This is an optimization exercise on Yosys and OpenROAD, whose aim is small area, a short achievable clock period and few clock cycles, not a production implementation. Only simulation tests tie the RTL to the original design; equivalence was not proved. Power is estimated from default activity; no workload was simulated.

before:
## mbcodec
module mbcodec (
    input  wire        clk,
    input  wire        rst,           
    input  wire        cmd_valid,
    output wire        cmd_ready,
    input  wire [31:0] cmd,
    output reg         rsp_valid,
    output wire [3:0]  rsp_status,
    output wire [31:0] rsp_value,
    output reg         tx_valid,
    output reg  [7:0]  tx_data
);
clock: 8.0 ns
lec_check: 0
cap_margin: 20
core_margin: 2
core_utilization: 60
cts_cluster_diameter: 100
cts_cluster_size: 28
place_density: 0.7
setup_slack_margin: 5
slew_margin: 20
standard.sh (not shown) runs the stock make flow with config.mk's settings and CLKGATE_MAP_FILE= SYNTH_SCRIPT=/design/flow/synth_recipe.tcl, a recipe that flattens the netlist after the stock synthesis.
==> flow/flow/run.sh <==
#!/bin/bash
set -euo pipefail
bash standard.sh "BUFFER_PORTS_ARGS=-buffer_cell sky130_fd_sc_hd__buf_4" SETUP_SLACK_MARGIN=5.5 finish > standard.log 2>&1
Having completed the whole flow, before delivered a layout that passed the timing, design-rule and antenna checks.
Testbench counts of before, summed over its fixed seeds: cycles 164,567.
Inputs modified between before and after:
==> flow/run.sh (new file) <==
#!/bin/bash
# synth_recipe.tcl (not shown) runs the flow's synth.tcl, then flattens the netlist and writes it again
# the make line also repeats each setting of config.mk as NAME=value (left out here)
make -C /OpenROAD-flow-scripts/flow DESIGN_CONFIG=/design/flow/config.mk WORK_HOME=/design/flow/orfs CLKGATE_MAP_FILE= SYNTH_SCRIPT=/design/flow/synth_recipe.tcl finish
removed: flow/flow/run.sh
removed: flow/standard.sh
==> comparison <==
after finished end to end and its layout was clean on timing, DRC and antenna.
Routed length per instance in after is 2.0% below before.
Diff before -> after: core utilization moved down; non-clock buffer count went down 49.
Via count sits lower in after than in before.
Delta (after minus before): largest incremental delay on the critical path rose by 20 ps, clock power fell by about 0.7%, final cell area excluding filler cells fell by 2.1%.
Compared with before, in after non-clock buffer area fraction after layout fell 1.2 points; average vias per placed instance went down; total track usage dropped 0.42 points.

---

mbcodec, a different RTL version from the one above (not shown whole).
Size: about 3800 cells after synthesis, about 2300 flip-flops, about 82 I/O pins, ~0.059 mm² of cells after synthesis.
==> flow/design.v (excerpt) <==
module mbcodec (
    input  wire        clk,
    input  wire        rst,           
    input  wire        cmd_valid,
    output wire        cmd_ready,
    input  wire [31:0] cmd,
    output reg         rsp_valid,
    output wire [3:0]  rsp_status,
    output wire [31:0] rsp_value,
    output reg         tx_valid,
    output reg  [7:0]  tx_data
);
export LEC_CHECK = 0
export CAP_MARGIN = 20
export CORE_MARGIN = 2
export CORE_UTILIZATION = 60
export CTS_BUF_LIST = sky130_fd_sc_hd__clkbuf_8 sky130_fd_sc_hd__clkbuf_16
export CTS_CLUSTER_DIAMETER = 80
export CTS_CLUSTER_SIZE = 24
export PLACE_DENSITY = 0.7
export SETUP_SLACK_MARGIN = 5
export SLEW_MARGIN = 20
create_clock -name core_clock -period 8.0 [get_ports {clk}]
run.sh (not shown) runs the stock make flow with config.mk's settings and CLKGATE_MAP_FILE= SYNTH_SCRIPT=/design/flow/synth_recipe.tcl, a recipe that flattens the netlist after the stock synthesis.
Stock flow here: none of the scripts above is used.
The baseline completed with no timing, DRC or antenna violations.
Testbench counts at the start, summed over its fixed seeds: cycles 164,810.
Change:
--- a/flow/config.mk
+++ b/flow/config.mk
@@ -9,7 +9,6 @@
 export CORE_MARGIN = 2
-export CORE_UTILIZATION = 60
-export CTS_BUF_LIST = sky130_fd_sc_hd__clkbuf_8 sky130_fd_sc_hd__clkbuf_16
-export CTS_CLUSTER_DIAMETER = 80
-export CTS_CLUSTER_SIZE = 24
-export PLACE_DENSITY = 0.7
+export CORE_UTILIZATION = 70
+export CTS_CLUSTER_DIAMETER = 100
+export CTS_CLUSTER_SIZE = 28
+export PLACE_DENSITY = 0.8
 export SETUP_SLACK_MARGIN = 5
Result:
- The new run completed without violations
- power drops slightly
- non-clock buffer count decreases by 4
- sequential cell count does not change
- final area is lower slightly
- first-iteration DRC count came out lower by a few percent
Change:
==> flow/flow/run.sh (new file) <==
#!/bin/bash
set -euo pipefail
bash standard.sh SETUP_SLACK_MARGIN=5.5 finish > standard.log 2>&1
==> flow/standard.sh (new file) <==
#!/bin/bash
# synth_recipe.tcl (not shown) runs the flow's synth.tcl, then flattens the netlist and writes it again
# the make line also repeats each setting of config.mk as NAME=value (left out here)
make -C /OpenROAD-flow-scripts/flow DESIGN_CONFIG=/design/flow/config.mk WORK_HOME=/design/flow/orfs CLKGATE_MAP_FILE= SYNTH_SCRIPT=/design/flow/synth_recipe.tcl "${@:-finish}"
--- a/flow/config.mk
+++ b/flow/config.mk
@@ -9,6 +9,6 @@
 export CORE_MARGIN = 2
-export CORE_UTILIZATION = 70
+export CORE_UTILIZATION = 60
 export CTS_CLUSTER_DIAMETER = 100
 export CTS_CLUSTER_SIZE = 28
-export PLACE_DENSITY = 0.8
+export PLACE_DENSITY = 0.7
 export SETUP_SLACK_MARGIN = 5
removed: flow/run.sh
What happened: Worst hold slack hardly moves. Final area climbs by a few percent. Synthesized cell count stays the same. Sequential power hardly moves. Worst setup slack improves by 0.14 ns. Critical path depth shrinks by 6.
Change:
==> flow/run.sh (new file) <==
#!/bin/bash
# synth_recipe.tcl (not shown) runs the flow's synth.tcl, then flattens the netlist and writes it again
# the make line also repeats each setting of config.mk as NAME=value (left out here)
make -C /OpenROAD-flow-scripts/flow DESIGN_CONFIG=/design/flow/config.mk WORK_HOME=/design/flow/orfs CLKGATE_MAP_FILE= SYNTH_SCRIPT=/design/flow/synth_recipe.tcl finish
removed: flow/flow/run.sh
removed: flow/standard.sh
Global-route usage is lower by 0.86 points. Clock power is about the same. Total power is lower slightly. Synthesized cell count does not change. Worst setup slack is worse by 0.081 ns. First-iteration DRC count is lower by roughly a tenth.
Change:
==> flow/flow/run.sh (new file) <==
#!/bin/bash
set -euo pipefail
bash standard.sh SETUP_SLACK_MARGIN=6 finish > standard.log 2>&1
==> flow/standard.sh (new file) <==
#!/bin/bash
# synth_recipe.tcl (not shown) runs the flow's synth.tcl, then flattens the netlist and writes it again
# the make line also repeats each setting of config.mk as NAME=value (left out here)
make -C /OpenROAD-flow-scripts/flow DESIGN_CONFIG=/design/flow/config.mk WORK_HOME=/design/flow/orfs CLKGATE_MAP_FILE= SYNTH_SCRIPT=/design/flow/synth_recipe.tcl "${@:-finish}"
removed: flow/run.sh
Sequential power barely changes.
Final cell count increases by 3.3%.
Critical path depth decreases by 7.
Synthesized cell count is unchanged.
Clock skew decreases by 0.0088 ns.
Routed wire length increases by 8.2%.
Clock-buffer cell count decreases by 6.
Change:
==> flow/run.sh (new file) <==
#!/bin/bash
# synth_recipe.tcl (not shown) runs the flow's synth.tcl, then flattens the netlist and writes it again
# the make line also repeats each setting of config.mk as NAME=value (left out here)
make -C /OpenROAD-flow-scripts/flow DESIGN_CONFIG=/design/flow/config.mk WORK_HOME=/design/flow/orfs CLKGATE_MAP_FILE= SYNTH_SCRIPT=/design/flow/synth_recipe.tcl finish
--- a/flow/config.mk
+++ b/flow/config.mk
@@ -10,4 +10,4 @@
 export CORE_UTILIZATION = 60
-export CTS_CLUSTER_DIAMETER = 100
-export CTS_CLUSTER_SIZE = 28
+export CTS_CLUSTER_DIAMETER = 80
+export CTS_CLUSTER_SIZE = 32
 export PLACE_DENSITY = 0.7
removed: flow/flow/run.sh
removed: flow/standard.sh
Outcome: Cell area came out lower by a few percent. Routed wire length came out lower by a little under a tenth. Die area is unchanged. Non-clock buffer count came out lower by 171. Final cell count came out lower by a few percent. Via count came out lower by a few percent. Clock skew came out lower by 0.0051 ns. Critical path depth came out higher by 7.

==> port drivers added, routing unchanged <==
The flow's constraints put no driver on any port. The routed layouts listed below were extracted and timed again, unchanged, in two steps. Step 1 sets driving cells, clkbuf_16 on the clock port and buf_2 on the other inputs (assumed; they add their load-dependent delay and slew). Step 2 moves the port delays by t, midway between the first and last clock arrival at a register: inputs arrive t later, outputs are due t later. That takes back most of the time a late clock gives input paths. Slacks: ideal / step 1 / step 2; pairs: ideal / step 1.
run	shift t [ns]	slack for setup (ns)	hold WS [ns]	worst slew at a driven data input, ns
before	0.767	5.070 / 4.997 / 4.700	0.312 / 0.312 / 0.312	0.05
after	0.767	5.008 / 4.936 / 4.400	0.317 / 0.317 / 0.317	0.04
the first run of note 2	0.776	5.031 / 4.969 / 4.307	0.293 / 0.293 / 0.293	0.04
the second run of note 2	0.770	4.980 / 4.966 / 4.340	0.305 / 0.305 / 0.305	0.04
the third run of note 2	0.766	5.119 / 5.044 / 4.420	0.303 / 0.303 / 0.303	0.05
the fourth run of note 2	0.760	5.037 / 4.979 / 4.330	0.306 / 0.306 / 0.306	0.04
the fifth run of note 2	0.780	5.083 / 5.009 / 4.353	0.308 / 0.308 / 0.308	0.05
the sixth run of note 2	0.748	5.026 / 4.986 / 4.332	0.311 / 0.311 / 0.311	0.04
After both steps every run listed still meets setup and hold. The setup slack of the fifth run of note 2, which loses most, moves by -0.074 ns with the drivers and by -0.730 ns with both steps.
